From an optimization exercise on the open Yosys and OpenROAD flow, aimed at small area; shortcuts taken in it are not production practice. In this exercise RTL edits were held to simulation tests only and were not proved equivalent to the original. Power is estimated from default activity; no workload was simulated.

File: flow/design.v
module io22_core (
    input             clk,
    input             rst,           
    input             cmd_valid,
    input             cmd_edge,
    input      [63:0] cmd_word,
    output            cmd_ready,
    output reg        done,          
    output     [31:0] result,        
    output            ser_data,
    output            ser_clk,
    output            ser_latch,
    output            oe_n
);
    localparam [3:0] C_NONE     = 4'd0,
                     C_ILLEGAL  = 4'd1,
                     C_RESERVED = 4'd2,
                     C_POSITION = 4'd3,
                     C_SYMBOL   = 4'd4,
                     C_DIGITS   = 4'd5,
                     C_MESSAGE  = 4'd6,
                     C_TIMER    = 4'd7,
                     C_SELECTOR = 4'd8,
                     C_THORDER  = 4'd9;
    localparam [1:0] ST_STOPPED = 2'd0, ST_LOW = 2'd1, ST_HIGH = 2'd2;
    function [15:0] glyph(input [3:0] c);
        case (c)
            4'd0:  glyph = 16'h2010;
            4'd1:  glyph = 16'h2619;
            4'd2:  glyph = 16'h2204;
            4'd3:  glyph = 16'h2600;
            4'd4:  glyph = 16'h2409;
            4'd5:  glyph = 16'h2402;
            4'd6:  glyph = 16'h2002;
            4'd7:  glyph = 16'h2618;
            4'd8:  glyph = 16'h2000;
            4'd9:  glyph = 16'h2400;
            4'd10: glyph = 16'h261F;
            4'd11: glyph = 16'h220B;
            4'd12: glyph = 16'h200E;
            4'd13: glyph = 16'h2006;
            4'd14: glyph = 16'h220F;
            default: glyph = 16'h2617;
        endcase
    endfunction
    function [3:0] sym_code(input [4:0] s);
        if (s == 5'd11)      sym_code = 4'd0;
        else if (s > 5'd11)  sym_code = s[3:0] - 4'd1;
        else                 sym_code = s[3:0];
    endfunction
    function [3:0] msg_code(input [1:0] m, input [1:0] p);
        case ({m, p})
            4'b01_10: msg_code = 4'd0;
            4'b01_11: msg_code = 4'd11;
            4'b10_01: msg_code = 4'd0;
            4'b10_10: msg_code = 4'd12;
            4'b10_11: msg_code = 4'd12;
            4'b11_01: msg_code = 4'd13;
            4'b11_10: msg_code = 4'd14;
            4'b11_11: msg_code = 4'd14;
            default:  msg_code = 4'd10;
        endcase
    endfunction
    function [3:0] dd(input [3:0] x);
        dd = (x >= 4'd5) ? x + 4'd3 : x;
    endfunction
    wire [7:0]  op = cmd_word[63:56];
    wire [7:0]  fa = cmd_word[55:48];
    wire [7:0]  fb = cmd_word[47:40];
    wire [7:0]  fc = cmd_word[39:32];
    wire [31:0] ft = cmd_word[31:0];
    wire a0 = (fa == 8'd0);
    wire b0 = (fb == 8'd0);
    wire t0 = (ft == 32'd0);
    reg       legal;
    reg       reserved_bad;
    reg [3:0] range_cause;
    always @* begin
        legal        = 1'b1;
        reserved_bad = 1'b0;
        range_cause  = C_NONE;
        case (op)
            8'h10: begin reserved_bad = !t0;
                         if (fa >= 8'd4) range_cause = C_POSITION;
                         else if (fb >= 8'd17) range_cause = C_SYMBOL; end
            8'h11: begin reserved_bad = !b0 || (ft[31:16] != 16'd0);
                         if (fa == 8'd0 || fa > 8'd4) range_cause = C_DIGITS; end
            8'h12: begin reserved_bad = !b0 || !t0;
                         if (fa >= 8'd4) range_cause = C_MESSAGE; end
            8'h13: reserved_bad = (fa[7:1] != 7'd0) || !b0 || !t0;
            8'h14: reserved_bad = !a0 || !b0 || !t0;
            8'h15: begin reserved_bad = !b0 || !t0;
                         if (fa >= 8'd4) range_cause = C_POSITION; end
            8'h20: reserved_bad = !t0;
            8'h21: reserved_bad = (fb[7:1] != 7'd0) || !t0;
            8'h22, 8'h23, 8'h24: reserved_bad = !b0 || !t0;
            8'h25, 8'h26, 8'h30: reserved_bad = !a0 || !b0 || !t0;
            8'h40: if (fa >= 8'd8) range_cause = C_TIMER;
            8'h41, 8'h42, 8'h44: begin reserved_bad = !b0;
                         if (fa >= 8'd8) range_cause = C_TIMER; end
            8'h43, 8'h45: begin reserved_bad = !b0 || !t0;
                         if (fa >= 8'd8) range_cause = C_TIMER; end
            8'h51: reserved_bad = !a0 || !b0;
            8'h52: begin reserved_bad = !b0;
                         if (fa >= 8'd3) range_cause = C_SELECTOR; end
            8'h53: begin reserved_bad = !b0 || !t0;
                         if (fa >= 8'd7) range_cause = C_SELECTOR; end
            8'h60: reserved_bad = !a0 || !b0 || !t0;
            default: legal = 1'b0;
        endcase
        if (fc != 8'd0) reserved_bad = 1'b1;
    end
    wire [3:0] cmd_cause = !legal       ? C_ILLEGAL  :
                           reserved_bad ? C_RESERVED : range_cause;
    reg [7:0]   cnt;                  
    reg         clr;                  
    reg [63:0]  to0, to1, to2, to3;
    reg [63:0]  st0, st1, st2, st3;
    reg [63:0]  mk_l;
    reg [31:0]  last_l, acc_l;        
    reg [31:0]  thl_l, thu_l, ths_l;  
    reg [31:0]  res_l;                
    reg [7:0]   ta_l;                 
    reg [3:0]   code0, code1, code2, code3;
    reg         dp1, dp2;
    reg         colon;
    reg [7:0]   rb_l;                 
    reg         oe;
    reg [1:0]   f_state;
    reg         fault;
    reg [3:0]   cause;
    reg         busy;                 
    reg         pv;                   
    reg [1:0]   ph;                   
    reg         rdy;
    reg         exp_r;                
    reg         bw1, bw2, cy2, bw3;   
    reg         g_sil, g_lu, g_us, g_sps_lt, g_sps_gt, g_spu, g_spl;
    reg         ser_data_r, ser_clk_r, ser_latch_r;
    assign result    = res_l;
    assign ser_data  = ser_data_r;
    assign ser_clk   = ser_clk_r;
    assign ser_latch = ser_latch_r;
    assign oe_n      = oe;
    wire [4:0] bi    = cnt[4:0];
    wire [2:0] wi    = cnt[7:5];
    wire       first = (bi == 5'd0);
    wire       lastb = (bi == 5'd31);
    wire [2:0] tid    = fa[2:0];
    wire is_cmd = !cmd_edge;
    wire okc    = is_cmd && !fault && (cmd_cause == C_NONE);
    wire halted_status = is_cmd && fault && (op == 8'h60) && (fc == 8'd0) && a0 && b0 && t0;
    wire o_tcfg   = okc && (op == 8'h40);
    wire o_tstart = okc && (op == 8'h41);
    wire o_ttick  = okc && (op == 8'h42);
    wire o_tstop  = okc && (op == 8'h43);
    wire o_trem   = okc && (op == 8'h44);
    wire o_ftick  = okc && (op == 8'h51);
    wire o_refr   = okc && (op == 8'h30);
    wire o_num    = okc && (op == 8'h11);
    wire o_fset   = okc && (op == 8'h52);
    wire ex_edge  = cmd_edge && !fault;
    wire t_win = o_tcfg || o_tstart || o_ttick || o_trem;
    wire need0 = t_win || o_ftick || o_refr;
    wire [1:0] eph = (ph == 2'd0 && !need0) ? (o_tstop ? 2'd1 : 2'd2) : ph;
    wire twin = (cnt[5] == tid[0]);
    wire wok = (eph == 2'd0) ? (t_win ? twin : o_refr ? (wi == 3'd7) : 1'b1) :
               (eph == 2'd1) ? twin : 1'b1;
    wire inwin = cmd_valid && !busy && !clr && (first || pv);
    wire fire  = inwin && wok;
    wire fin   = (eph != 2'd0) || o_refr || o_trem || o_tcfg || o_tstart;
    wire accept = rdy && cmd_valid;
    assign cmd_ready = rdy;
    wire p0 = fire && (eph == 2'd0);
    wire slot = fire && twin && (bi[4:3] == tid[2:1]);
    wire p1 = slot && (eph == 2'd1 || (eph == 2'd0 && (o_tcfg || o_tstart)));
    wire p2 = fire && fin;
    wire [4:0] tidx = o_num ? {1'b0, ~bi[3:0]} : bi;
    wire tbit  = ft[tidx];
    wire bbit  = fb[cnt[2:0]];
    wire sp_i  = (bi[4:1] != 4'hF) && acc_l[2];
    reg to_t, st_t;
    always @* begin
        case (tid[2:1])
            2'd0: begin to_t = to0[0]; st_t = st0[0]; end
            2'd1: begin to_t = to1[0]; st_t = st1[0]; end
            2'd2: begin to_t = to2[0]; st_t = st2[0]; end
            default: begin to_t = to3[0]; st_t = st3[0]; end
        endcase
    end
    wire x1    = t_win ? st_t : last_l[0];
    wire bw1_e = !first && bw1;
    wire d_i   = tbit ^ x1 ^ bw1_e;
    wire bw1_n = (!tbit && x1) || (!(tbit ^ x1) && bw1_e);
    wire cy2_e = !first && cy2;
    wire s_i   = acc_l[0] ^ d_i ^ cy2_e;
    wire cy2_n = (acc_l[0] && d_i) || ((acc_l[0] ^ d_i) && cy2_e);
    wire bw3_e = !first && bw3;
    wire n_i   = s_i ^ sp_i ^ bw3_e;
    wire bw3_n = (!s_i && sp_i) || (!(s_i ^ sp_i) && bw3_e);
    wire bw2_e = !first && bw2;
    wire r_i   = to_t ^ d_i ^ bw2_e;
    wire bw2_n = (!to_t && d_i) || (!(to_t ^ d_i) && bw2_e);
    function gtn(input a, input b, input g);
        gtn = (a && !b) || ((a || !b) && g);
    endfunction
    wire nf = !first;
    wire g_sil_n    = gtn(d_i,      ths_l[0], nf && g_sil);
    wire g_lu_n     = gtn(thu_l[0], thl_l[0], nf && g_lu);
    wire g_us_n     = gtn(ths_l[0], thu_l[0], nf && g_us);
    wire g_sps_lt_n = gtn(ths_l[0], sp_i,     nf && g_sps_lt);
    wire g_sps_gt_n = gtn(sp_i,     ths_l[0], nf && g_sps_gt);
    wire g_spu_n    = gtn(sp_i,     thu_l[0], nf && g_spu);
    wire g_spl_n    = gtn(thl_l[0], sp_i,     nf && g_spl);
    reg [1:0] fsn;
    always @* begin
        fsn = f_state;
        if (g_sil_n)
            fsn = ST_STOPPED;
        else begin
            case (f_state)
                ST_STOPPED: if (g_sps_lt_n) fsn = g_spu_n ? ST_LOW : ST_HIGH;
                ST_LOW:     if (g_spl_n) fsn = ST_HIGH;
                            else if (g_sps_gt_n) fsn = ST_STOPPED;
                ST_HIGH:    if (g_sps_gt_n) fsn = ST_STOPPED;
                            else if (g_spu_n) fsn = ST_LOW;
                default:    fsn = f_state;
            endcase
        end
    end
    wire order_ok = g_lu_n && g_us_n;
    localparam [31:0] TH_L0 = 32'd10000, TH_U0 = 32'd20000, TH_S0 = 32'd500000;
    wire [1:0] psel = busy ? cnt[7:6] : fa[1:0];
    reg  [3:0] code_s;
    always @* begin
        case (psel)
            2'd0: code_s = code0;
            2'd1: code_s = code1;
            2'd2: code_s = code2;
            default: code_s = code3;
        endcase
    end
    wire [15:0] gl = glyph(code_s);
    wire dp_s = (psel == 2'd1) ? dp1 : (psel == 2'd2) ? dp2 : 1'b1;
    wire [15:0] dbv = {psel == 2'd3, psel == 2'd0, dp_s, psel == 2'd2, psel == 2'd1,
                       gl[10:9], 4'b0000, gl[4:0]};
    wire [4:0] fk   = cnt[5:1];
    wire [4:0] vidx = busy ? {fk[4:3], ~fk[2:0]} : bi;
    wire [2:0] rbi = vidx[2:0] - cnt[2:0];
    wire vbit = vidx[4] ? rb_l[rbi] : dbv[vidx[3:0]];
    wire [7:0] rmask = (fa >= 8'd1 && fa <= 8'd7) ? (8'd1 << fa[2:0]) : 8'h01;
    wire [7:0] stat  = {1'b0, colon, oe, fault, cause};
    wire lowbyte = (bi[4:3] == 2'd0);
    wire [2:0] j3 = cnt[2:0];
    wire [2:0] tai = tid - j3;
    wire act_t   = ta_l[tai];
    wire faj     = fa[j3];
    reg rbit;
    always @* begin
        rbit = 1'b0;
        if (halted_status)
            rbit = lowbyte && stat[bi[2:0]];
        else if (okc) begin
            case (op)
                8'h14: rbit = first && !colon;
                8'h15: rbit = !bi[4] && vbit;
                8'h22: rbit = lowbyte && rb_l[0] && faj;
                8'h23: rbit = first && ((rb_l & rmask) != 8'd0);
                8'h24: rbit = lowbyte && rmask[bi[2:0]];
                8'h42: rbit = first && act_t && !exp_r;
                8'h44: rbit = !act_t || r_i;
                8'h45: rbit = first && act_t;
                8'h51: rbit = (bi[4:1] == 4'd0) && f_state[bi[0]];
                8'h53: case (fa[2:0])
                           3'd0: rbit = thl_l[0];
                           3'd1: rbit = thu_l[0];
                           3'd2: rbit = ths_l[0];
                           3'd3: rbit = sp_i;
                           3'd4: rbit = acc_l[0];
                           3'd5: rbit = last_l[0];
                           default: rbit = (bi[4:1] == 4'd0) && f_state[bi[0]];
                       endcase
                8'h60: rbit = lowbyte && stat[bi[2:0]];
                default: rbit = 1'b0;
            endcase
        end
    end
    wire wr_to  = p0 && o_tcfg;
    wire wr_st  = p0 && o_tstart;
    wire wr_mk  = p1 && o_tcfg;
    wire [1:0] tq = tid[2:1];
    wire wr_acc = p2 && ex_edge;
    wire wr_th  = p2 && o_fset;
    wire wr_res = p2 && is_cmd;
    always @(posedge clk) begin
        to0    <= {clr ? 1'b0 : (wr_to && tq == 2'd0) ? tbit : to0[0], to0[63:1]};
        to1    <= {clr ? 1'b0 : (wr_to && tq == 2'd1) ? tbit : to1[0], to1[63:1]};
        to2    <= {clr ? 1'b0 : (wr_to && tq == 2'd2) ? tbit : to2[0], to2[63:1]};
        to3    <= {clr ? 1'b0 : (wr_to && tq == 2'd3) ? tbit : to3[0], to3[63:1]};
        st0    <= {(wr_st && tq == 2'd0) ? tbit : st0[0], st0[63:1]};
        st1    <= {(wr_st && tq == 2'd1) ? tbit : st1[0], st1[63:1]};
        st2    <= {(wr_st && tq == 2'd2) ? tbit : st2[0], st2[63:1]};
        st3    <= {(wr_st && tq == 2'd3) ? tbit : st3[0], st3[63:1]};
        mk_l   <= {clr ? 1'b0 : wr_mk ? bbit : mk_l[0], mk_l[63:1]};
        acc_l  <= {clr ? 1'b0 : wr_acc ? n_i : acc_l[0], acc_l[31:1]};
        last_l <= {clr ? 1'b0 : wr_acc ? tbit : last_l[0], last_l[31:1]};
        thl_l  <= {clr ? TH_L0[bi] : (wr_th && fa[1:0] == 2'd0) ? tbit : thl_l[0], thl_l[31:1]};
        thu_l  <= {clr ? TH_U0[bi] : (wr_th && fa[1:0] == 2'd1) ? tbit : thu_l[0], thu_l[31:1]};
        ths_l  <= {clr ? TH_S0[bi] : (wr_th && fa[1:0] == 2'd2) ? tbit : ths_l[0], ths_l[31:1]};
        res_l  <= {wr_res ? rbit : res_l[0], res_l[31:1]};
        bw1 <= bw1_n; cy2 <= cy2_n; bw3 <= bw3_n; bw2 <= bw2_n;
        g_sil <= g_sil_n; g_lu <= g_lu_n; g_us <= g_us_n;
        g_sps_lt <= g_sps_lt_n; g_sps_gt <= g_sps_gt_n;
        g_spu <= g_spu_n; g_spl <= g_spl_n;
    end
    wire colon_en = (op == 8'h13) ? fa[0] : !colon;
    wire [2:0] nd = fa[2:0];            
    wire dab  = p2 && o_num && bi[4];                     
    wire nclr = p2 && o_num && (bi[4:2] == 3'b011);       
    wire wdig = p2 && okc && (op == 8'h10) && (bi[4:2] == 3'b000);
    wire wmsg = p2 && okc && (op == 8'h12) && (bi[4:2] == 3'b000);
    wire [1:0] kb = ~bi[1:0];
    wire [3:0] scode = sym_code(fb[4:0]);
    wire [3:0] m0 = msg_code(fa[1:0], 2'd0), m1 = msg_code(fa[1:0], 2'd1),
               m2 = msg_code(fa[1:0], 2'd2), m3 = msg_code(fa[1:0], 2'd3);
    wire [3:0] c0 = dab ? dd(code0) : code0;
    wire [3:0] c1 = dab ? dd(code1) : code1;
    wire [3:0] c2 = dab ? dd(code2) : code2;
    wire [3:0] c3 = dab ? dd(code3) : code3;
    wire nsh = dab || nclr;
    wire sh0 = clr || (wdig && fa[1:0] == 2'd0) || wmsg || nsh;
    wire sh1 = clr || (wdig && fa[1:0] == 2'd1) || wmsg || (nsh && nd >= 3'd2);
    wire sh2 = clr || (wdig && fa[1:0] == 2'd2) || wmsg || (nsh && nd >= 3'd3);
    wire sh3 = clr || (wdig && fa[1:0] == 2'd3) || wmsg || (nsh && nd >= 3'd4);
    wire sb = clr ? !cnt[0] : wdig ? scode[kb] : 1'b0;
    wire s0 = sb || (wmsg && m0[kb]) || (dab && ((nd == 3'd1) ? tbit : c1[3]));
    wire s1 = sb || (wmsg && m1[kb]) || (dab && ((nd == 3'd2) ? tbit : c2[3]));
    wire s2 = sb || (wmsg && m2[kb]) || (dab && ((nd == 3'd3) ? tbit : c3[3]));
    wire s3 = sb || (wmsg && m3[kb]) || (dab && tbit);
    wire rmj = (fa >= 8'd1 && fa <= 8'd7) ? (fa[2:0] == j3) : (j3 == 3'd0);
    reg rb_in, ta_in;
    always @* begin
        rb_in = rb_l[0];
        if (clr)
            rb_in = 1'b0;
        else if (p2 && okc && op == 8'h20)
            rb_in = faj ? fb[j3] : rb_l[0];
        else if (p2 && okc && op == 8'h21)
            rb_in = rmj ? fb[0] : rb_l[0];
        else if (p1 && mk_l[0]) begin
            if (o_tstart) rb_in = 1'b1;
            if (o_tstop || (o_ttick && exp_r)) rb_in = 1'b0;
        end
        ta_in = ta_l[0];
        if (clr)
            ta_in = 1'b0;
        else if (p2 && j3 == tid) begin
            if (o_tcfg || o_tstop || (o_ttick && exp_r)) ta_in = 1'b0;
            if (o_tstart) ta_in = 1'b1;
        end
    end
    always @(posedge clk) begin
        rb_l <= {rb_in, rb_l[7:1]};
        ta_l <= {ta_in, ta_l[7:1]};
        if (sh0) code0 <= {c0[2:0], s0};
        if (sh1) code1 <= {c1[2:0], s1};
        if (sh2) code2 <= {c2[2:0], s2};
        if (sh3) code3 <= {c3[2:0], s3};
    end
    always @(posedge clk) begin
        if (rst) begin
            cnt      <= 8'd0;
            clr      <= 1'b1;
            dp1 <= 1'b1; dp2 <= 1'b1;
            colon    <= 1'b0;
            oe       <= 1'b1;
            f_state  <= ST_STOPPED;
            fault    <= 1'b0;
            cause    <= C_NONE;
            busy     <= 1'b0;
            pv       <= 1'b0;
            ph       <= 2'd0;
            rdy      <= 1'b0;
            done     <= 1'b0;
            ser_data_r  <= 1'b0;
            ser_clk_r   <= 1'b0;
            ser_latch_r <= 1'b1;
        end else begin
            cnt  <= cnt + 8'd1;
            if (cnt[5:0] == 6'h3F) clr <= 1'b0;
            pv   <= inwin && !accept;
            rdy  <= fire && fin && (bi == 5'd30);
            done <= (accept && is_cmd && !o_refr) || (busy && cnt == 8'hFF);
            ser_latch_r <= !(busy && cnt[5:0] < 6'd48);
            ser_clk_r   <= busy && cnt[5:0] < 6'd48 && cnt[0];
            ser_data_r  <= busy && cnt[5:0] < 6'd48 && vbit;
            if (busy && cnt == 8'hFF) busy <= 1'b0;
            if (accept)
                ph <= 2'd0;
            else if (fire && lastb && !fin)
                ph <= o_ttick ? 2'd1 : 2'd2;
            if (p0 && lastb) begin
                if (o_ttick) exp_r <= act_t && bw2_n;
                if (o_ftick) begin
                    if (order_ok) f_state <= fsn;
                    else begin fault <= 1'b1; cause <= C_THORDER; end
                end
            end
            if (accept && is_cmd) begin
                if (fault) begin
                end else if (cmd_cause != C_NONE) begin
                    fault <= 1'b1;
                    cause <= cmd_cause;
                end else begin
                    case (op)
                        8'h10: begin
                            if (fa[1:0] == 2'd1) dp1 <= 1'b1;
                            if (fa[1:0] == 2'd2) dp2 <= 1'b1;
                        end
                        8'h11: begin
                            if (nd >= 3'd2) dp1 <= 1'b1;
                            if (nd >= 3'd3) dp2 <= 1'b1;
                        end
                        8'h12: begin
                            dp1 <= 1'b1; dp2 <= 1'b1;
                        end
                        8'h13, 8'h14: begin
                            dp1   <= !colon_en;
                            dp2   <= !colon_en;
                            colon <= colon_en;
                        end
                        8'h25: oe <= 1'b0;
                        8'h26: oe <= 1'b1;
                        8'h30: busy <= 1'b1;
                        default: ;
                    endcase
                end
            end
        end
    end
endmodule
File: flow/run.sh
#!/bin/bash
# synth_recipe.tcl (not shown) runs the flow's synth.tcl, then flattens the netlist and writes it again
# the make line also repeats each setting of config.mk as NAME=value (left out here)
make -C /OpenROAD-flow-scripts/flow DESIGN_CONFIG=/design/flow/config.mk WORK_HOME=/design/flow/orfs CLKGATE_MAP_FILE= SYNTH_SCRIPT=/design/flow/synth_recipe.tcl finish
File: flow/config.mk
export PLATFORM = sky130hd
export DESIGN_NAME = io22_core
export DESIGN_NICKNAME = io22_core
export VERILOG_FILES = /design/flow/design.v
export SDC_FILE = /design/flow/constraint.sdc
export NUM_CORES = 4
export LEC_CHECK = 0
export CAP_MARGIN = 20
export CORE_MARGIN = 2
export CORE_UTILIZATION = 40
export SLEW_MARGIN = 20
File: flow/constraint.sdc
create_clock -name core_clock -period 20.0 [get_ports {clk}]
set_input_delay 4.0000 -clock core_clock [delete_from_list [all_inputs] [get_ports {clk}]]
set_output_delay 4.0000 -clock core_clock [all_outputs]
set_load 0.01 [all_outputs]
==> results of run 1 <==
==> layout make-up <==
| type | count | area, µm² | area share [%] |
|---|---|---|---|
| Antenna cell | 1 | 2.50 | 0.00912 |
| Clock buffer | 109 | 2230 | 8.13 |
| Clock inverter | 32 | 519 | 1.89 |
| Inverter | 42 | 158 | 0.574 |
| Multi-Input combinational cell | 715 | 5400 | 19.7 |
| Sequential cell | 841 | 17000 | 62.0 |
| Tap cell | 756 | 946 | 3.45 |
| Timing Repair Buffer | 124 | 1190 | 4.35 |
==> kinds of logic after synthesis <==
| group | share of synthesized area (%) |
|---|---|
| simple gates | 8.32 |
| compound gates | 6.57 |
| mux | 5.15 |
| xor+xnor | 0.769 |
| flops | 74.6 |
| fa+ha+maj | 2.82 |
| buf+inv | 1.73 |
==> state kept, by name (all words and copies together), names as in the netlist, 64 cells and up <==
| signal | count |
|---|---|
| mk_l | 64 |
| st0 | 64 |
| st1 | 64 |
| st2 | 64 |
| st3 | 64 |
| to0 | 64 |
| to1 | 64 |
| to2 | 64 |
| to3 | 64 |
==> routing by layer <==
layer / GRT usage (%) / vias to the layer above / part of all wire, %
met2: 25.4 / 315 / 44
li1: - / 6050 / -
met3: 3.54 / 81 / 4.6
met4: 5.79 / 0 / 2.4
met1: 23.6 / 6205 / 49
met5: 0 / - / 0
==> power by group through the flow <==
| stage | sequential (mW) | combinational [mW] | clock [mW] |
|---|---|---|---|
| final | 1.70 | 0.124 | 1.52 |
| after global routing | 1.70 | 0.135 | 1.64 |
| after CTS | 1.70 | 0.124 | 1.57 |
| after detailed placement | 1.74 | 0.123 | 0 |
| after global placement | 1.73 | 0.122 | 0 |
| after floorplan | 1.73 | 0.0767 | 0 |
==> placed cells by master, fill, tap and decap left out, drive strengths merged, types with 7 or more instances in the layout <==
master / synthesis / final
mux2: 15 / 15
mux4: 29 / 29
nand3: 22 / 22
and2: 10 / 10
and3: 8 / 8
a2111oi: 7 / 7
a21oi: 45 / 45
mux2i: 35 / 35
edfxtp: 17 / 17
nor4: 26 / 26
or4: 8 / 8
xor2: 7 / 7
nor4b: 8 / 8
dfxtp: 824 / 824
o31ai: 10 / 10
nor2b: 18 / 18
clkdlybuf4s50: 0 / 105
or4b: 10 / 10
bufinv: 0 / 8
a31oi: 11 / 11
buf: 18 / 19
a211oi: 11 / 11
o21ai: 44 / 44
nand2b: 15 / 15
inv: 40 / 44
nor3: 34 / 34
clkbuf: 40 / 109
nand4: 16 / 16
nand2: 75 / 75
o22ai: 7 / 7
xnor2: 13 / 13
o211ai: 18 / 18
ha: 37 / 37
clkinv: 2 / 18
nor2: 72 / 72
==> through the flow <==
stage                     area, µm²  power [mW]  cells  setup WS, ns  hold WS [ns]
after floorplan               22800        1.81   1656         11.57         0.310
after global placement        24700        1.86   2478          9.90         0.310
after detailed placement      24700        1.86   2478          9.85         0.312
after CTS                     27500        3.39   2619         10.51         0.279
after global routing          27500        3.47   2619         10.20         0.282
final                         27500        3.34   2620         10.52         0.282
==> final timing paths <==
check,startpoint,end,cells past startpoint
setup / recovery,cmd_word[57],res_l[31]$_DFF_P_,18
setup reg to reg,cnt[1]$_SDFF_PP0_,res_l[31]$_DFF_P_,15
hold / removal,to0[57]$_DFF_P_,to0[56]$_DFF_P_,0
hold reg to reg,to0[57]$_DFF_P_,to0[56]$_DFF_P_,0
==> critical path: stages <==
cell             delay, ns
clkdlybuf4s50_1       0.95
or4_1                 0.91
or4b_4                0.65
o211ai_2              0.11
or3_2                 0.18
o211ai_4              0.13
nor4_1                0.37
mux2_2                0.48
inv_1                 0.16
fa_1                  0.55
inv_1                 0.10
fa_1                  0.47
nor2b_1               0.14
nor3_1                0.30
a41oi_1               0.08
nand4_1               0.15
nor4_1                0.06
o31ai_1               0.23
==> results.yml, run 1 <==
run_status:
  outcome: "timing/DRC/antenna clean"
global_route:
  grt_use_total_pct: 16.7
  antenna_found_initial: 1
  grt_max_degree: 44
  grt_pass1_wl_mm: 76.3
  gr-total-overflow: 0
  grt_pass1_vias: 12700
sta:
  min_period_over_period_pct: 47.4
  hold_viol_final: 0
  tns_ns: 0
  worst_pin_slew_ns: 1.02
  finalSetupViolCount: 0
  max_freq_mhz: 105
  fin_skew_ns: 0.0464
  rsz0062_at_grt: "false"
  slew_headroom_pct: 29.7
  finalCriticalPeriod_ns: 9.48
  slew_viol_final: 0
worst_setup_path:
  crit_arrival_ns: 10.02
  worstSetupStartpointType: "input port"
  path_class: "input port to flip-flop"
  rrSetupSlack_ns: 14.74
  crit_fanout: 31
  cp-end-kind: "flip-flop"
  cp.required_ns: 20.53
layout:
  utilization_pct: 48.7
  fin_nets: 1913
  drive_gt1_share_pct: 11.4
  syn_to_final_growth_pct: 20.5
  n_fill_cell: 4974
floorplanning:
  pin_count: 106
  die_w_um: 243
  core_area_um2: 56400
  floorplan.initialDensity_pct: 40.4
  die_area_um2: 58900
  placementRows: 87
  die_h_um: 243
clock_network:
  clk_transition_reported_paths_ns: 0.06
  cts_sinks: 841
  cts_buffers: 78
  ctsHoldBuffers: 0
  clock_path_buffers: 3
  htreeDepth: 3
  worstSkewPairLatency_ns: 0.62
  cts_setup_buffers: 0
  ctsRootBufferMaster: "clkbuf_16"
  cts_tree: "built"
  cts_resized: 0
yosys:
  syn_area_um2: 22800
  ys_seq_area_share_pct: 74.6
  synth.top_cells.by_count: "dfxtp_1 (824), nand2_1 (75), nor2_1 (72)"
  yosysTopAreaCell: "dfxtp_1"
  async_flop_share_pct: 0
  synth-edff-count: 17
  synth.distinct_cells: 86
  yosys-top-cells-area: "dfxtp_1 (72%), mux4_2 (2.9%), edfxtp_1 (2.2%), ha_1 (2.0%), mux2i_1 (1.5%)"
  syn_avg_cell_area_um2: 13.8
  synth_ff_type: "dfxtp_1"
  ys_warn_count: 1
  yosysMostFrequentCell: "dfxtp_1"
  syn-num-nets: 1767
  synth_top_area_share_pct: 72.4
  synth_cells: 1656
  ys_ff_latch: 841
placement:
  portBuffers: 105
  place.gp.congestion: 0.891
  post-dp-hpwl_mm: 32.2
routing:
  drt-pass1-iter-count: 5
  vias: 12700
  avgViaCountPerCell: 4.83
  antenna_left: 0
  wl_mm: 48.6
  drcViolationCount: 0
  wl_per_cell_um: 18.5
  drt_iter0_drc: 792
power:
  clock_power_share_pct: 45.5
  p_leak_nw: 10.4
  ir_drop_uv: 92.4
  sw_frac_of_total_pct: 21.0
  pwr-share-comb_pct: 3.7
  power_density_nw_per_um2: 122
  pwr-share-seq_pct: 50.8
  power_switching_mw: 0.701
  internal_power_mw: 2.64
run:
  drv_cap: 0
hold_path:
  hold_class: "flip-flop to flip-flop"
==> run 2: changes to the inputs <==
--- a/flow/config.mk
+++ b/flow/config.mk
@@ -10,2 +10,5 @@
 export CORE_UTILIZATION = 40
+export CTS_BUF_LIST = sky130_fd_sc_hd__clkbuf_8
+export CTS_CLUSTER_DIAMETER = 50
+export CTS_CLUSTER_SIZE = 20
 export SLEW_MARGIN = 20
==> run 2 against run 1 <==
  * Still clean
  * Clock-buffer cell count is 47 lower
  * Final area is 5.3% lower
  * Clock power is 39% lower
  * Die area stayed put
  * Via count is 1.6% lower
  * Setup slack better by 0.052 ns
  * Fmax is 0.56% higher
  * Largest cell class unchanged
==> results.yml, run 2 <==
run_status:
  outcome: "timing/DRC/antenna clean"
floorplanning:
  placementRows: 87
  die_area_um2: 58900
  die_w_um: 243
  pin_count: 106
  floorplan.initialDensity_pct: 40.4
  core_area_um2: 56400
  die_h_um: 243
routing:
  antenna_left: 0
  vias: 12400
  avgViaCountPerCell: 4.83
  drt-pass1-iter-count: 5
  drcViolationCount: 0
  wl_per_cell_um: 18.5
  wl_mm: 47.7
  drt_iter0_drc: 791
sta:
  tns_ns: 0
  rsz0062_at_grt: "false"
  slew_viol_final: 0
  worst_pin_slew_ns: 1.01
  setup_slack_ns: 10.57
  hold_viol_final: 0
  fin_skew_ns: 0.0347
  min_period_over_period_pct: 47.2
  timing.hold.ws_ns: 0.310
  finalSetupViolCount: 0
  finalCriticalPeriod_ns: 9.43
  max_freq_mhz: 106
  slew_headroom_pct: 30.9
power:
  sw_frac_of_total_pct: 23.0
  power_density_nw_per_um2: 105
  power_mw: 2.74
  power_switching_mw: 0.629
  internal_power_mw: 2.11
  p_leak_nw: 9.79
  ir_drop_uv: 62.2
  pwr-share-comb_pct: 4.5
  clock_power_share_pct: 33.6
  pwr-share-seq_pct: 61.9
global_route:
  grt_use_total_pct: 16.3
  grt_max_degree: 44
  antenna_found_initial: 1
  grt_pass1_vias: 12400
  grt_pass1_wl_mm: 74.9
  gr-total-overflow: 0
layout:
  n_fill_cell: 5144
  final_common_cell: "dfxtp_1"
  drive_gt1_share_pct: 9.88
  layout_common_cells: "dfxtp_1 (823), clkdlybuf4s50_1 (105), nand2_1 (75)"
  syn_to_final_growth_pct: 14.2
  fin_nets: 1895
  antenna_cells: 0
  utilization_pct: 46.1
yosys:
  ys_ff_latch: 841
  synth_top_area_share_pct: 72.4
  synth_ff_type: "dfxtp_1"
  synth.top_cells.by_count: "dfxtp_1 (824), nand2_1 (75), nor2_1 (72)"
  ys_warn_count: 1
  syn-num-nets: 1767
  yosysTopAreaCell: "dfxtp_1"
  synth.distinct_cells: 86
  syn_avg_cell_area_um2: 13.8
  syn_area_um2: 22800
  yosys-top-cells-area: "dfxtp_1 (72%), mux4_2 (2.9%), edfxtp_1 (2.2%), ha_1 (2.0%), mux2i_1 (1.5%)"
  ys_seq_area_share_pct: 74.6
  synth_cells: 1656
  yosysMostFrequentCell: "dfxtp_1"
  async_flop_share_pct: 0
  synth-edff-count: 17
clock_network:
  ctsRootBufferMaster: "clkbuf_8"
  cts_setup_buffers: 0
  clk_transition_reported_paths_ns: 0.12
  htreeDepth: 2
  ctsHoldBuffers: 0
  cts_buffers: 60
  cts_resized: 0
  cts_tree: "built"
  cts_sinks: 841
  clock_path_buffers: 3
  worstSkewPairLatency_ns: 0.70
worst_setup_path:
  crit_arrival_ns: 10.04
  worstSetupStartpointType: "input port"
  cp-startpoint: "cmd_word[57]"
  path_class: "input port to flip-flop"
  cp-end-kind: "flip-flop"
  cp.required_ns: 20.61
  crit_fanout: 31
  rr_startpoint: "cnt[1]$_SDFF_PP0_"
hold_path:
  hold_class: "flip-flop to flip-flop"
  worstHoldStart: "thl_l[6]$_DFF_P_"
placement:
  post-dp-hpwl_mm: 32.2
  portBuffers: 105
  pre_cts_ws_ns: 9.85
  place.gp.congestion: 0.891
run:
  drv_cap: 0
[run 2: cell counts after synthesis]
Identical to the previous run, type by type.
[run 2: cells by family after synthesis]
kind of cell    share of synthesized area [%]
compound gates                           6.57
flops                                    74.6
buf+inv                                  1.73
mux                                      5.15
xor+xnor                                0.769
simple gates                             8.32
fa+ha+maj                                2.82
[run 2: path summary, 6_finish.rpt]
kind | endpoint | slack, ns | depth (start not counted)
worst max register to register | res_l[31]$_DFF_P_ | 14.73 | 15
worst min register to register | thl_l[5]$_DFF_P_ | 0.31 | 0
worst max-delay path | res_l[31]$_DFF_P_ | 10.57 | 18
worst min-delay path | thl_l[5]$_DFF_P_ | 0.31 | 0
[run 2: power by group through the flow]
stage                     combinational, mW  clock (mW)  sequential, mW
final                                 0.124       0.921            1.70
after global routing                  0.135        1.03            1.70
after CTS                             0.124       0.959            1.70
after detailed placement              0.123           0            1.74
after global placement                0.122           0            1.73
after floorplan                      0.0767           0            1.73
[run 2: metrics by stage]
stage | instance area [µm²] | std cells
floorplan | 22800 | 1656
global placement | 24700 | 2478
detailed placement | 24700 | 2478
CTS | 26000 | 2577
global route | 26000 | 2577
finish | 26000 | 2577
[run 2: critical path: stages]
cell,delay [ns]
clkdlybuf4s50_1,0.94
or4_1,0.91
or4b_4,0.65
o211ai_2,0.11
or3_2,0.18
o211ai_4,0.13
nor4_1,0.37
mux2_2,0.48
inv_1,0.16
fa_1,0.55
inv_1,0.10
fa_1,0.47
nor2b_1,0.14
nor3_1,0.31
a41oi_1,0.08
nand4_1,0.15
nor4_1,0.05
o31ai_1,0.23
[run 2: metal layers]
layer | global-route usage, % | share of wire [%]
met5 | 0 | 0
met4 | 5.00 | 2.4
met3 | 3.04 | 5.1
met2 | 24.8 | 44
met1 | 23.5 | 49
[run 2: cell type report]
cell class,instances,area (µm²),area share (%)
Clock buffer,62,853,3.28
Clock inverter,37,454,1.75
Inverter,42,158,0.606
Multi-Input combinational cell,715,5400,20.7
Sequential cell,841,17000,65.4
Tap cell,756,946,3.64
Timing Repair Buffer,124,1190,4.59
==> run 3: changes to the inputs <==
==> flow/flow/run.sh (new file) <==
#!/bin/bash
set -euo pipefail
export BUFFER_PORTS_ARGS="-buffer_cell sky130_fd_sc_hd__buf_1"
bash standard.sh > standard_flow.log 2>&1
==> flow/standard.sh (new file) <==
#!/bin/bash
# synth_recipe.tcl (not shown) runs the flow's synth.tcl, then flattens the netlist and writes it again
# the make line also repeats each setting of config.mk as NAME=value (left out here)
make -C /OpenROAD-flow-scripts/flow DESIGN_CONFIG=/design/flow/config.mk WORK_HOME=/design/flow/orfs CLKGATE_MAP_FILE= SYNTH_SCRIPT=/design/flow/synth_recipe.tcl "${@:-finish}"
removed: flow/run.sh
==> run 3 against run 2 <==
  * Die area unchanged
  * Register-to-register slack improved by 0.19 ns
  * Non-clock buffer count decreased by 3
  * Combinational power decreased by 7%
  * Synthesized cell count unchanged
  * Sequential cell count unchanged
  * Still clean
  * Via count decreased by 0.70%
  * First-iteration DRC count increased by 3.5%
  * Setup slack improved by 0.20 ns
==> results.yml, run 3 <==
run_status:
  outcome: "timing/DRC/antenna clean"
yosys:
  synth.distinct_cells: 86
  ys_ff_latch: 841
  synth_ff_type: "dfxtp_1"
  synth_cells: 1656
  synth.top_cells.by_count: "dfxtp_1 (824), nand2_1 (75), nor2_1 (72)"
  ys_seq_area_share_pct: 74.6
  syn_area_um2: 22800
  async_flop_share_pct: 0
  syn_avg_cell_area_um2: 13.8
  ys_warn_count: 1
  synth_top_area_share_pct: 72.4
  syn-num-nets: 1767
  yosysMostFrequentCell: "dfxtp_1"
  yosysTopAreaCell: "dfxtp_1"
  synth-edff-count: 17
  yosys-top-cells-area: "dfxtp_1 (72%), mux4_2 (2.9%), edfxtp_1 (2.2%), ha_1 (2.0%), mux2i_1 (1.5%)"
clock_network:
  htreeDepth: 2
  worstSkewPairLatency_ns: 0.71
  cts_resized: 0
  cts_sinks: 841
  cts_tree: "built"
  ctsRootBufferMaster: "clkbuf_8"
  ctsHoldBuffers: 0
  cts_buffers: 58
  clock_path_buffers: 3
  cts_setup_buffers: 0
  clk_transition_reported_paths_ns: 0.11
worst_setup_path:
  cp.required_ns: 20.61
  crit_arrival_ns: 9.84
  crit_cells: 18
  rr_worst_depth: 13
  cp_common_cell: "fa_1"
  cp-end-kind: "flip-flop"
  critPathMaxStageDelay_ns: 0.95
  rrSetupSlack_ns: 14.92
  crit_fanout: 24
  worstSetupStartpointType: "input port"
  crit_chain: "buf_1, nor4b_2, nand2b_1, o221ai_1, or3_2, o211ai_4, or4_1, o21ai_0, nand2_1, fa_1, inv_1, fa_1, nor2b_1, nor3_1, a41oi_1, nand4_1, nor4_1, o31ai_1"
  path_class: "input port to flip-flop"
  worst-path-buf-inv: 2
  cp_top_family: "simple AND/OR/NAND/NOR gates"
  slowest_stage: "nor4b_2"
routing:
  antenna_left: 0
  drcViolationCount: 0
  drt-pass1-iter-count: 6
  drt_iter0_drc: 819
  vias: 12400
  wl_mm: 47.0
  avgViaCountPerCell: 4.82
  wl_per_cell_um: 18.3
power:
  p_leak_nw: 9.41
  power_mw: 2.69
  ir_drop_uv: 57.9
  power_density_nw_per_um2: 107
floorplanning:
  pin_count: 106
  die_w_um: 243
  die_h_um: 243
  floorplan.initialDensity_pct: 40.4
  die_area_um2: 58900
  placementRows: 87
  core_area_um2: 56400
layout:
  drive_gt1_share_pct: 9.52
  fin_nets: 1890
  layout_common_cells: "dfxtp_1 (823), buf_1 (104), nand2_1 (75)"
  final_common_cell: "dfxtp_1"
  syn_to_final_growth_pct: 10.7
sta:
  slew_viol_final: 0
  min_period_over_period_pct: 46.2
  fin_skew_ns: 0.0439
  slew_headroom_pct: 25.8
  hold_viol_final: 0
  finalSetupViolCount: 0
  finalCriticalPeriod_ns: 9.24
  worst_pin_slew_ns: 1.11
  tns_ns: 0
  max_freq_mhz: 108
  rsz0062_at_grt: "false"
global_route:
  gr-total-overflow: 0
  grt_max_degree: 44
  grt_use_total_pct: 16.0
  grt_pass1_vias: 12200
  grt_pass1_wl_mm: 73.3
  antenna_found_initial: 2
hold_path:
  hold_class: "flip-flop to flip-flop"
  hold_depth: 0
run:
  drv_cap: 0
placement:
  place.gp.congestion: 0.895
  post-dp-hpwl_mm: 31.8
  portBuffers: 105
run 3: changes by cell type in the layout (fill, tap and decap cells not counted), moves of 2 or more:
| cell | delta |
|---|---|
| buf_1 | +104 |
| buf_4 | -3 |
| bufinv_16 | -2 |
| clkdlybuf4s50_1 | -105 |
| clkinvlp_4 | +2 |
| inv_1 | -6 |
| inv_12 | +4 |
| inv_8 | -6 |
run 3: kinds of logic (layout without fill, tap and decap cells):
kind of cell    after synthesis  after routing  share of synthesized area, %
other cells                   0              1                             0
flops                       841            841                          74.6
xor+xnor                     20             20                         0.769
simple gates                349            349                          8.32
compound gates              218            218                          6.57
mux                          79             79                          5.15
fa+ha+maj                    49             49                          2.82
buf+inv                     100            250                          1.73
run 3: area by class of cell:
class / instances / area [µm²]
antenna: 1 / 2.50
clock buffer: 61 / 840
clock inverter: 26 / 339
fill: 5147 / 31200
inverter: 42 / 158
multi-input combinational: 715 / 5400
sequential: 841 / 17000
tap: 756 / 946
timing repair buffer: 121 / 515
run 3: path summary, 6_finish.rpt:
path                          start                 to
setup reg to reg  cnt[1]$_SDFF_PP0_  res_l[31]$_DFF_P_
setup / recovery       cmd_word[60]  res_l[31]$_DFF_P_
hold reg to reg      to0[8]$_DFF_P_     to0[7]$_DFF_P_
hold / removal       to0[8]$_DFF_P_     to0[7]$_DFF_P_
run 3: through the flow:
step           instance area (µm²)  hold WS [ns]  instances  setup WS [ns]  util, %
2_1_floorplan                22800         0.310       1656          11.57        -
5_1_grt                      25200         0.314       2562          10.39     44.7
3_5_place_dp                 24000         0.312       2475          10.15     42.6
6_report                     25200         0.322       2563          10.76     44.7
4_1_cts                      25200         0.318       2562          10.90     44.7
3_3_place_gp                 24000         0.310       2475          10.26     42.6
run 3: worst reg2reg max path, cell delays in order (launching register included):
cell and delay, ns:
dfxtp_1 0.89, clkinv_1 0.82, ha_1 0.62, or4b_2 0.47, and2_1 0.20, fa_1 0.40, inv_1 0.19, fa_1 0.42
nor2b_1 0.13, nor3_1 0.31, a41oi_1 0.08, nand4_1 0.15, nor4_1 0.05, o31ai_1 0.25
run 3: metal layers:
metal | track usage, % | share of wire [%] | routed length (µm) | up-vias
li1 | - | - | - | 5970
met5 | 0 | 0 | 0 | -
met4 | 4.82 | 2.3 | 1080 | 0
met3 | 2.90 | 4.8 | 2230 | 73
met1 | 22.5 | 48 | 22800 | 6035
met2 | 25.1 | 44 | 20900 | 281
run 3: where the power goes:
part | switching, mW | leakage (nW) | internal, mW
Clock | 0.541 | 0.597 | 0.333
Sequential | 0.00630 | 6.80 | 1.69
Combinational | 0.0718 | 2.01 | 0.0432
==> run 4: changes to the inputs <==
--- a/flow/config.mk
+++ b/flow/config.mk
@@ -9,6 +9,7 @@
 export CORE_MARGIN = 2
-export CORE_UTILIZATION = 40
+export CORE_UTILIZATION = 60
 export CTS_BUF_LIST = sky130_fd_sc_hd__clkbuf_8
 export CTS_CLUSTER_DIAMETER = 50
-export CTS_CLUSTER_SIZE = 20
+export CTS_CLUSTER_SIZE = 18
+export PLACE_DENSITY = 0.7
 export SLEW_MARGIN = 20
==> run 4 against run 3 <==
  * Synthesized area stayed put
  * Final area decreased by 2.0%
  * Highest routed layer unchanged
  * Synthesized cell count is the same
  * Non-clock buffer count increased by 2
  * Cell count is 10% lower
  * Critical path depth unchanged
  * Routed wire length is 2.0% lower
  * Die area shrank 33%
  * Global-route usage rose by 7.5 points
  * Core utilization increased by 21 points
==> results.yml, run 4 <==
routing:
  vias: 12500
  avgViaCountPerCell: 5.42
  drt-pass1-iter-count: 5
  drt_iter0_drc: 792
  wl_mm: 46.0
  wl_per_cell_um: 20.0
  drcViolationCount: 0
  antenna_left: 0
worst_setup_path:
  crit_chain: "buf_1, or4_1, or4b_4, o211ai_2, or3_2, o211ai_4, or4_1, o21ai_0, nand2_1, fa_1, inv_1, fa_1, nor2b_1, nor3_1, a41oi_1, nand4_1, nor4_1, o31ai_1"
  crit_arrival_ns: 9.38
  slowest_stage: "or4_1"
  rrSetupSlack_ns: 15.10
  path_class: "input port to flip-flop"
  cp-end-kind: "flip-flop"
  crit_cells: 18
  cp-startpoint: "cmd_word[58]"
  rr_worst_depth: 9
  worstSetupStartpointType: "input port"
  crit_fanout: 24
  cp_top_family: "simple AND/OR/NAND/NOR gates"
  critPathMaxStageDelay_ns: 0.84
  rr_startpoint: "cnt[1]$_SDFF_PP0_"
  cp.required_ns: 20.54
  worst-path-buf-inv: 2
power:
  internal_power_mw: 2.01
  sw_frac_of_total_pct: 22.0
  clock_power_share_pct: 29.9
  pwr-share-comb_pct: 4.5
  ir_drop_uv: 92.3
  power_switching_mw: 0.569
  pwr-share-seq_pct: 65.7
  power_density_nw_per_um2: 105
  p_leak_nw: 9.33
yosys:
  async_flop_share_pct: 0
  syn-num-nets: 1767
  synth.top_cells.by_count: "dfxtp_1 (824), nand2_1 (75), nor2_1 (72)"
  syn_area_um2: 22800
  ys_ff_latch: 841
  yosys-top-cells-area: "dfxtp_1 (72%), mux4_2 (2.9%), edfxtp_1 (2.2%), ha_1 (2.0%), mux2i_1 (1.5%)"
  synth_cells: 1656
  synth-edff-count: 17
  ys_warn_count: 1
  yosysMostFrequentCell: "dfxtp_1"
  ys_seq_area_share_pct: 74.6
  syn_avg_cell_area_um2: 13.8
  synth_top_area_share_pct: 72.4
  yosysTopAreaCell: "dfxtp_1"
  synth.distinct_cells: 86
  synth_ff_type: "dfxtp_1"
floorplanning:
  die_area_um2: 39500
  die_h_um: 199
  placementRows: 71
  core_area_um2: 37500
  pin_count: 106
  die_w_um: 199
  floorplan.initialDensity_pct: 60.8
layout:
  n_fill_cell: 2607
  drive_gt1_share_pct: 9.03
  antenna_cells: 0
  fin_area_um2: 24700
  fin_nets: 1891
  final_common_cell: "dfxtp_1"
  syn_to_final_growth_pct: 8.40
  layout_common_cells: "dfxtp_1 (822), buf_1 (104), nand2_1 (75)"
clock_network:
  clk_transition_reported_paths_ns: 0.10
  clock_path_buffers: 3
  cts_resized: 0
  cts_setup_buffers: 0
  ctsHoldBuffers: 0
  cts_buffers: 57
  htreeDepth: 2
  ctsRootBufferMaster: "clkbuf_8"
  cts_sinks: 841
  cts_tree: "built"
  worstSkewPairLatency_ns: 0.68
sta:
  timing.hold.ws_ns: 0.310
  slew_headroom_pct: 29.6
  fin_skew_ns: 0.0350
  worst_pin_slew_ns: 1.05
  rsz0062_at_grt: "false"
  hold_viol_final: 0
  max_freq_mhz: 113
  min_period_over_period_pct: 44.2
  slew_viol_final: 0
  finalCriticalPeriod_ns: 8.84
  finalSetupViolCount: 0
  tns_ns: 0
global_route:
  top_usage_layer: "met2"
  antenna_found_initial: 1
  gr-total-overflow: 0
  grt_use_total_pct: 23.5
  grt_use_met3_pct: 4.17
  use_met1_pct: 31.8
  grt_pass1_wl_mm: 69.9
  grt_max_degree: 44
  grt_use_met2_pct: 37.4
  grt_pass1_vias: 12300
placement:
  portBuffers: 105
  dpl_cell_area_um2: 23700
  place.gp.congestion: 0.919
  post-dp-hpwl_mm: 31.4
run:
  drv_cap: 0
hold_path:
  worstHoldStart: "to3[13]$_DFF_P_"
  hold_depth: 0
  hold_class: "flip-flop to flip-flop"
run_status:
  outcome: "timing/DRC/antenna clean"
==> run 4: cell count changes in the layout (fill, tap and decap cells not counted), sizes merged <==
cell,change
clkbuf,-2
clkinv,+4
clkinvlp,-2
diode,-1
inv,-11
bufinv,-2
buf,+2
==> run 4: per-stage QoR <==
stage / power (mW) / setup slack (ns) / utilization, % / cells
finish: 2.58 / 11.16 / 65.9 / 2306
global route: 2.67 / 10.99 / 65.9 / 2306
CTS: 2.61 / 11.27 / 65.9 / 2306
global placement: 1.85 / 10.57 / 63.3 / 2232
detailed placement: 1.85 / 10.53 / 63.3 / 2232
floorplan: 1.81 / 11.57 / - / 1656
==> run 4: metal layers <==
metal	part of all wire [%]	routed length [µm]
met3	5.6	2570
met4	3.7	1680
met5	0	0
met1	45	20600
met2	46	21200
==> run 4: path summary, 6_finish.rpt <==
path,endpoint
worst max-delay path,res_l[31]$_DFF_P_
worst min-delay path,to3[12]$_DFF_P_
worst max register to register,code1[1]$_DFFE_PP_
worst min register to register,to3[12]$_DFF_P_
==> run 4: layout make-up <==
type / count / area [µm²] / area share (%)
clock inverters: 15 / 156 / 0.633
well taps: 511 / 639 / 2.59
multi-input cells: 715 / 5390 / 21.8
repair buffers: 123 / 531 / 2.15
flip-flops and latches: 841 / 17000 / 68.9
inverters: 42 / 158 / 0.638
clock buffers: 59 / 812 / 3.29
==> run 4: cell families (layout without fill, tap and decap cells) <==
family                   count (synthesis)  after routing  synth area share, %
buffers and inverters                  100            239                 1.73
adder cells (fa/ha/maj)                 49             49                 2.82
AND/OR/NAND/NOR                        349            349                 8.32
multiplexers                            79             79                 5.15
XOR/XNOR                                20             20                0.769
AO/OA/AOI/OAI                          218            218                 6.57
flip-flops                             841            841                 74.6
==> run 4: worst reg2reg max path, delay by kind of cell (launching register included) <==
kind            cells  cell delay, ns
compound gates      4            1.92
simple gates        2            0.95
buf+inv             2            0.71
fa+ha+maj           1            0.47
flops               1            0.45
==> run 4: power by group through the flow <==
| stage | registers [mW] | clock network (mW) | logic (mW) |
|---|---|---|---|
| final | 1.70 | 0.772 | 0.115 |
| after floorplan | 1.73 | 0 | 0.0767 |
| after detailed placement | 1.74 | 0 | 0.113 |
| after global routing | 1.70 | 0.850 | 0.124 |
| after CTS | 1.70 | 0.797 | 0.114 |
| after global placement | 1.73 | 0 | 0.112 |
==> run 5: changes to the inputs <==
--- a/flow/config.mk
+++ b/flow/config.mk
@@ -10,5 +10,5 @@
 export CORE_UTILIZATION = 60
-export CTS_BUF_LIST = sky130_fd_sc_hd__clkbuf_8
+export CTS_BUF_LIST = sky130_fd_sc_hd__clkbuf_16
 export CTS_CLUSTER_DIAMETER = 50
-export CTS_CLUSTER_SIZE = 18
+export CTS_CLUSTER_SIZE = 32
 export PLACE_DENSITY = 0.7
==> run 5 against run 4 <==
  * Global-route usage up 2.4 points
  * Die area did not move
  * Non-clock buffer count is the same
  * Clock skew is 0.0019 ns higher
  * Final area up 2.0%
  * Sequential share of layout area decreased by 1.4 points
  * Clock power grew about 30%
  * Core utilization is 1.3 points higher
  * Cell count fell by 0.13%
  * Hold slack improved by 0.0072 ns
  * Fmax decreased by 0.79%
  * Synthesized cell count unchanged
  * Critical path type unchanged
==> results.yml, run 5 <==
run_status:
  outcome: "timing/DRC/antenna clean"
global_route:
  grt_max_degree: 44
  grt_pass1_wl_mm: 76.3
  gr-total-overflow: 0
  antenna_found_initial: 1
  grt_pass1_vias: 12700
  grt_use_total_pct: 25.9
layout:
  drive_gt1_share_pct: 8.87
  antenna_cells: 0
  fin_nets: 1876
  final_common_cell: "dfxtp_1"
  layout_common_cells: "dfxtp_1 (822), buf_1 (104), nand2_1 (75)"
  syn_to_final_growth_pct: 10.6
  utilization_pct: 67.2
floorplanning:
  die_area_um2: 39500
  die_w_um: 199
  placementRows: 71
  floorplan.initialDensity_pct: 60.8
  core_area_um2: 37500
  die_h_um: 199
  pin_count: 106
sta:
  slew_viol_final: 0
  tns_ns: 0
  finalCriticalPeriod_ns: 8.91
  finalSetupViolCount: 0
  worst_pin_slew_ns: 1.10
  timing.hold.ws_ns: 0.318
  max_freq_mhz: 112
  slew_headroom_pct: 26.0
  fin_skew_ns: 0.0370
  hold_viol_final: 0
  rsz0062_at_grt: "false"
  min_period_over_period_pct: 44.6
yosys:
  synth.distinct_cells: 86
  yosys-top-cells-area: "dfxtp_1 (72%), mux4_2 (2.9%), edfxtp_1 (2.2%), ha_1 (2.0%), mux2i_1 (1.5%)"
  syn_area_um2: 22800
  ys_ff_latch: 841
  yosysTopAreaCell: "dfxtp_1"
  synth.top_cells.by_count: "dfxtp_1 (824), nand2_1 (75), nor2_1 (72)"
  synth-xor-area-share_pct: 0.769
  yosysMostFrequentCell: "dfxtp_1"
  synth-edff-count: 17
  synth_top_family_by_area: "simple AND/OR/NAND/NOR gates"
  syn_avg_cell_area_um2: 13.8
  synth-simple-area-share_pct: 8.32
  ys_seq_area_share_pct: 74.6
  synth-compound-area-share_pct: 6.57
  synth_top_area_share_pct: 72.4
  synth_fa_ha_area_share_pct: 2.82
  syn-num-nets: 1767
  ys_warn_count: 1
  synth_ff_type: "dfxtp_1"
  async_flop_share_pct: 0
  synthMuxAreaShare_pct: 5.15
  synth_cells: 1656
clock_network:
  htreeDepth: 2
  cts_sinks: 841
  worstSkewPairLatency_ns: 0.62
  clk_transition_reported_paths_ns: 0.10
  cts_buffers: 42
  cts_setup_buffers: 0
  ctsRootBufferMaster: "clkbuf_16"
  cts_tree: "built"
  clock_path_buffers: 3
  cts_resized: 0
  ctsHoldBuffers: 0
worst_setup_path:
  cp.required_ns: 20.45
  worstSetupStartpointType: "input port"
  cp-end-kind: "flip-flop"
  rrSetupSlack_ns: 15.12
  crit_arrival_ns: 9.37
  path_class: "input port to flip-flop"
  crit_fanout: 24
routing:
  drt_iter0_drc: 927
  drt-pass1-iter-count: 5
  vias: 12600
  wl_mm: 50.2
  avgViaCountPerCell: 5.46
  wl_per_cell_um: 21.8
  antenna_left: 0
  drcViolationCount: 0
power:
  power_density_nw_per_um2: 112
  pwr-share-seq_pct: 60.2
  internal_power_mw: 2.17
  ir_drop_uv: 101
  p_leak_nw: 9.53
  clock_power_share_pct: 35.6
  power_switching_mw: 0.649
  power_mw: 2.82
  sw_frac_of_total_pct: 23.1
  pwr-share-comb_pct: 4.1
run:
  drv_cap: 0
hold_path:
  hold_class: "flip-flop to flip-flop"
placement:
  portBuffers: 105
  post-dp-hpwl_mm: 31.4
  place.gp.congestion: 0.919
run 5: critical path, stage by stage:
cell and delay [ns]:
buf_1 0.39, or4_1 0.85, or4b_4 0.64, o211ai_2 0.10
or3_2 0.18, o211ai_4 0.12, or4_1 0.76, o21ai_0 0.28
nand2_1 0.10, fa_1 0.51, inv_1 0.11, fa_1 0.54
nor2b_1 0.12, nor3_1 0.06, a41oi_1 0.17, nand4_1 0.11
nor4_1 0.20, o31ai_1 0.11
run 5: final cells by class:
class	count	area, µm²
Clock inverter	29	419
Inverter	42	158
Fill cell	2486	12300
Tap cell	511	639
Clock buffer	42	1050
Timing Repair Buffer	123	531
Multi-Input combinational cell	715	5390
Sequential cell	841	17000
run 5: final timing paths:
kind	start	to	depth (start not counted)
setup reg to reg	cnt[1]$_SDFF_PP0_	code1[0]$_DFFE_PP_	9
setup / recovery	cmd_word[58]	res_l[31]$_DFF_P_	18
hold reg to reg	ths_l[19]$_DFF_P_	ths_l[18]$_DFF_P_	0
hold / removal	ths_l[19]$_DFF_P_	ths_l[18]$_DFF_P_	0
run 5: cell families (layout without fill, tap and decap cells):
kind of cell | count (synthesis) | count (layout)
flops | 841 | 841
simple gates | 349 | 349
compound gates | 218 | 218
buf+inv | 100 | 236
mux | 79 | 79
fa+ha+maj | 49 | 49
xor+xnor | 20 | 20
run 5: layer usage:
layer / wire length [µm] / GRT usage, % / up-vias
met2: 24300 / 43.3 / 379
met5: 0 / 0 / -
li1: - / - / 5936
met4: 1690 / 9.29 / 0
met1: 21600 / 34.1 / 6161
met3: 2600 / 4.24 / 103
run 5: metrics by stage:
stage,area [µm²],instances,worst slack (ns)
floorplan,22800,1656,11.57
global placement,23700,2232,10.57
detailed placement,23700,2232,10.53
CTS,25200,2303,11.15
global route,25200,2303,10.89
finish,25200,2303,11.09
run 5: power by group through the flow:
stage / sequential, mW / clock [mW] / combinational, mW
2_1_floorplan: 1.73 / 0 / 0.0767
3_3_place_gp: 1.73 / 0 / 0.112
3_5_place_dp: 1.74 / 0 / 0.113
4_1_cts: 1.70 / 1.02 / 0.115
5_1_grt: 1.70 / 1.08 / 0.125
6_report: 1.70 / 1.00 / 0.116
==> run 6: changes to the inputs <==
--- a/flow/config.mk
+++ b/flow/config.mk
@@ -9,7 +9,6 @@
 export CORE_MARGIN = 2
-export CORE_UTILIZATION = 60
-export CTS_BUF_LIST = sky130_fd_sc_hd__clkbuf_16
-export CTS_CLUSTER_DIAMETER = 50
-export CTS_CLUSTER_SIZE = 32
-export PLACE_DENSITY = 0.7
+export CORE_UTILIZATION = 40
+export CTS_BUF_LIST = sky130_fd_sc_hd__clkbuf_4
+export CTS_CLUSTER_DIAMETER = 45
+export CTS_CLUSTER_SIZE = 10
 export SLEW_MARGIN = 20
==> run 6 against run 5 <==
  * Highest routed layer unchanged
  * Via count decreased by 0.13%
  * Clock-buffer cell count increased by 61
  * Global-route usage decreased by 9.6 points
  * Still clean on timing, DRC and antenna
  * Setup slack got worse by 0.12 ns
  * Hold slack got worse by 0.034 ns
  * Largest cell class unchanged
  * Power decreased by 8.2%
  * Critical endpoint unchanged
  * Sequential share of layout area increased by 0.56 points
  * First-iteration DRC count decreased by 17%
  * Final area decreased by 0.83%
  * Clock skew increased by 0.038 ns
==> results.yml, run 6 <==
worst_setup_path:
  cp_top_family: "simple AND/OR/NAND/NOR gates"
  cp.required_ns: 20.80
  crit_arrival_ns: 9.84
  crit_fanout: 24
  cp-end-kind: "flip-flop"
  path_class: "input port to flip-flop"
  crit_chain: "buf_1, nor4b_2, nand2b_1, o221ai_1, or3_2, o211ai_4, nor4_1, mux2_2, inv_1, fa_1, inv_1, fa_1, nor2b_1, nor3_1, a41oi_1, nand4_1, nor4_1, o31ai_1"
  slowest_stage: "nor4b_2"
  worstSetupStartpointType: "input port"
  worst-path-buf-inv: 3
  critPathMaxStageDelay_ns: 0.94
yosys:
  synth_top_area_share_pct: 72.4
  synth_ff_type: "dfxtp_1"
  ys_ff_latch: 841
  ys_seq_area_share_pct: 74.6
  yosysMostFrequentCell: "dfxtp_1"
  synth.distinct_cells: 86
  syn-num-nets: 1767
  synth.top_cells.by_count: "dfxtp_1 (824), nand2_1 (75), nor2_1 (72)"
  synth-edff-count: 17
  syn_area_um2: 22800
  yosysTopAreaCell: "dfxtp_1"
  yosys-top-cells-area: "dfxtp_1 (72%), mux4_2 (2.9%), edfxtp_1 (2.2%), ha_1 (2.0%), mux2i_1 (1.5%)"
  async_flop_share_pct: 0
  synth_cells: 1656
  syn_avg_cell_area_um2: 13.8
  ys_warn_count: 1
clock_network:
  clock_path_buffers: 3
  cts_setup_buffers: 0
  cts_buffers: 98
  worstSkewPairLatency_ns: 0.88
  htreeDepth: 3
  ctsRootBufferMaster: "clkbuf_4"
  cts_resized: 0
  ctsHoldBuffers: 0
  cts_sinks: 841
  clk_transition_reported_paths_ns: 0.11
  cts_tree: "built"
floorplanning:
  die_h_um: 243
  floorplan.initialDensity_pct: 40.4
  die_w_um: 243
  placementRows: 87
  pin_count: 106
  die_area_um2: 58900
  core_area_um2: 56400
sta:
  setup_slack_ns: 10.97
  finalSetupViolCount: 0
  tns_ns: 0
  worst_pin_slew_ns: 1.04
  hold_viol_final: 0
  max_freq_mhz: 111
  fin_skew_ns: 0.0751
  rsz0062_at_grt: "false"
  slew_viol_final: 0
  min_period_over_period_pct: 45.2
  slew_headroom_pct: 30.4
  finalCriticalPeriod_ns: 9.03
  timing.hold.ws_ns: 0.284
layout:
  syn_to_final_growth_pct: 9.69
  utilization_pct: 44.3
  layout_common_cells: "dfxtp_1 (823), buf_1 (104), clkbuf_4 (103)"
  fin_area_um2: 25000
  final_cell_count_no_fill: 2600
  drive_gt1_share_pct: 11.2
  fin_nets: 1930
  final_common_cell: "dfxtp_1"
global_route:
  gr-total-overflow: 0
  grt_pass1_wl_mm: 74.4
  antenna_found_initial: 2
  grt_max_degree: 44
  grt_use_total_pct: 16.3
  grt_pass1_vias: 12600
routing:
  drt_iter0_drc: 766
  antenna_left: 0
  vias: 12600
  avgViaCountPerCell: 4.83
  wl_mm: 47.3
  drcViolationCount: 0
  drt-pass1-iter-count: 5
  wl_per_cell_um: 18.2
power:
  power_mw: 2.59
  power_density_nw_per_um2: 103
  ir_drop_uv: 49.1
  p_leak_nw: 9.37
placement:
  portBuffers: 105
  post-dp-hpwl_mm: 31.8
  place.gp.congestion: 0.895
  dpl_cell_area_um2: 24000
  pre_cts_ws_ns: 10.15
  place_inst: 2475
run_status:
  outcome: "timing/DRC/antenna clean"
run:
  drv_cap: 0
hold_path:
  hold_class: "flip-flop to flip-flop"
run 6: logic make-up after synthesis:
group | after synthesis | synth area share, %
multiplexers | 79 | 5.15
adder cells (fa/ha/maj) | 49 | 2.82
AND/OR/NAND/NOR | 349 | 8.32
flip-flops | 841 | 74.6
AO/OA/AOI/OAI | 218 | 6.57
XOR/XNOR | 20 | 0.769
buffers and inverters | 100 | 1.73
run 6: power breakdown:
part	switching (mW)	internal [mW]	total [mW]
Sequential	0.00627	1.69	1.70
Combinational	0.0720	0.0432	0.115
Clock	0.502	0.273	0.775
run 6: worst register-to-register path, cell delays in order, from the launching register on:
cell and delay (ns):
dfxtp_1 0.89, clkinv_1 0.82, ha_1 0.61, or4b_2 0.47, and2_1 0.19, fa_1 0.40
inv_1 0.19, fa_1 0.42, nor2b_1 0.13, nor3_1 0.31, a41oi_1 0.09, nand4_1 0.16
nor4_1 0.06, o31ai_1 0.23
run 6: layer usage:
| layer | track usage [%] | vias up | wire (µm) |
|---|---|---|---|
| met5 | 0 | - | 0 |
| met4 | 5.94 | 0 | 1180 |
| met2 | 25.4 | 303 | 21100 |
| met3 | 3.51 | 79 | 2290 |
| li1 | - | 6083 | - |
| met1 | 22.4 | 6098 | 22700 |
run 6: path summary, 6_finish.rpt:
path                startpoint           endpoint  slack (ns)  depth (start not counted)
min reg2reg    to3[10]$_DFF_P_     to3[9]$_DFF_P_        0.28                          0
min            to3[10]$_DFF_P_     to3[9]$_DFF_P_        0.28                          0
max reg2reg  cnt[1]$_SDFF_PP0_  res_l[31]$_DFF_P_       14.96                         13
max               cmd_word[60]  res_l[31]$_DFF_P_       10.97                         18
run 6: cell type report:
cell class	instances	area, µm²
antenna	2	5.00
inverter	42	158
sequential	841	17000
multi-input combinational	715	5400
tap	756	946
clock buffer	103	773
timing repair buffer	121	515
fill	5217	31400
clock inverter	20	181

-- separate check: timing with driven ports --
The flow's constraints put no driver on any port. The routed layouts listed below were extracted and timed again, unchanged, in two steps. Step 1: set_driving_cell puts a clkbuf_16 on clk and a buf_2 on each other input, an assumption about the parent block. Step 2, shift: input delay + t, output delay - t, t = (earliest + latest rising clock arrival at the registers) / 2. This alone moves slack from input paths to output paths. Three values: no drivers, after step 1, after step 2; two values: the first two.
run | t (ns) | setup slack, ns | worst hold slack (ns) | worst setup path after step 2 | worst data-port slew with drivers (ns)
run 1 | 0.653 | 10.515 / 10.547 / 9.894 | 0.282 / 0.282 / 0.282 | input to register | 0.05
run 2 | 0.733 | 10.568 / 10.598 / 9.865 | 0.310 / 0.310 / 0.310 | input to register | 0.05
run 3 | 0.738 | 10.763 / 10.782 / 10.044 | 0.322 / 0.322 / 0.322 | input to register | 0.07
run 4 | 0.718 | 11.157 / 11.190 / 10.472 | 0.310 / 0.310 / 0.310 | input to register | 0.04
run 5 | 0.663 | 11.086 / 11.125 / 10.462 | 0.318 / 0.318 / 0.318 | input to register | 0.04
run 6 | 0.895 | 10.967 / 10.981 / 10.086 | 0.284 / 0.284 / 0.284 | input to register | 0.07
After both steps every run listed still meets setup and hold. The setup slack of run 6, which loses most, moves by +0.014 ns with the drivers and by -0.881 ns with both steps.
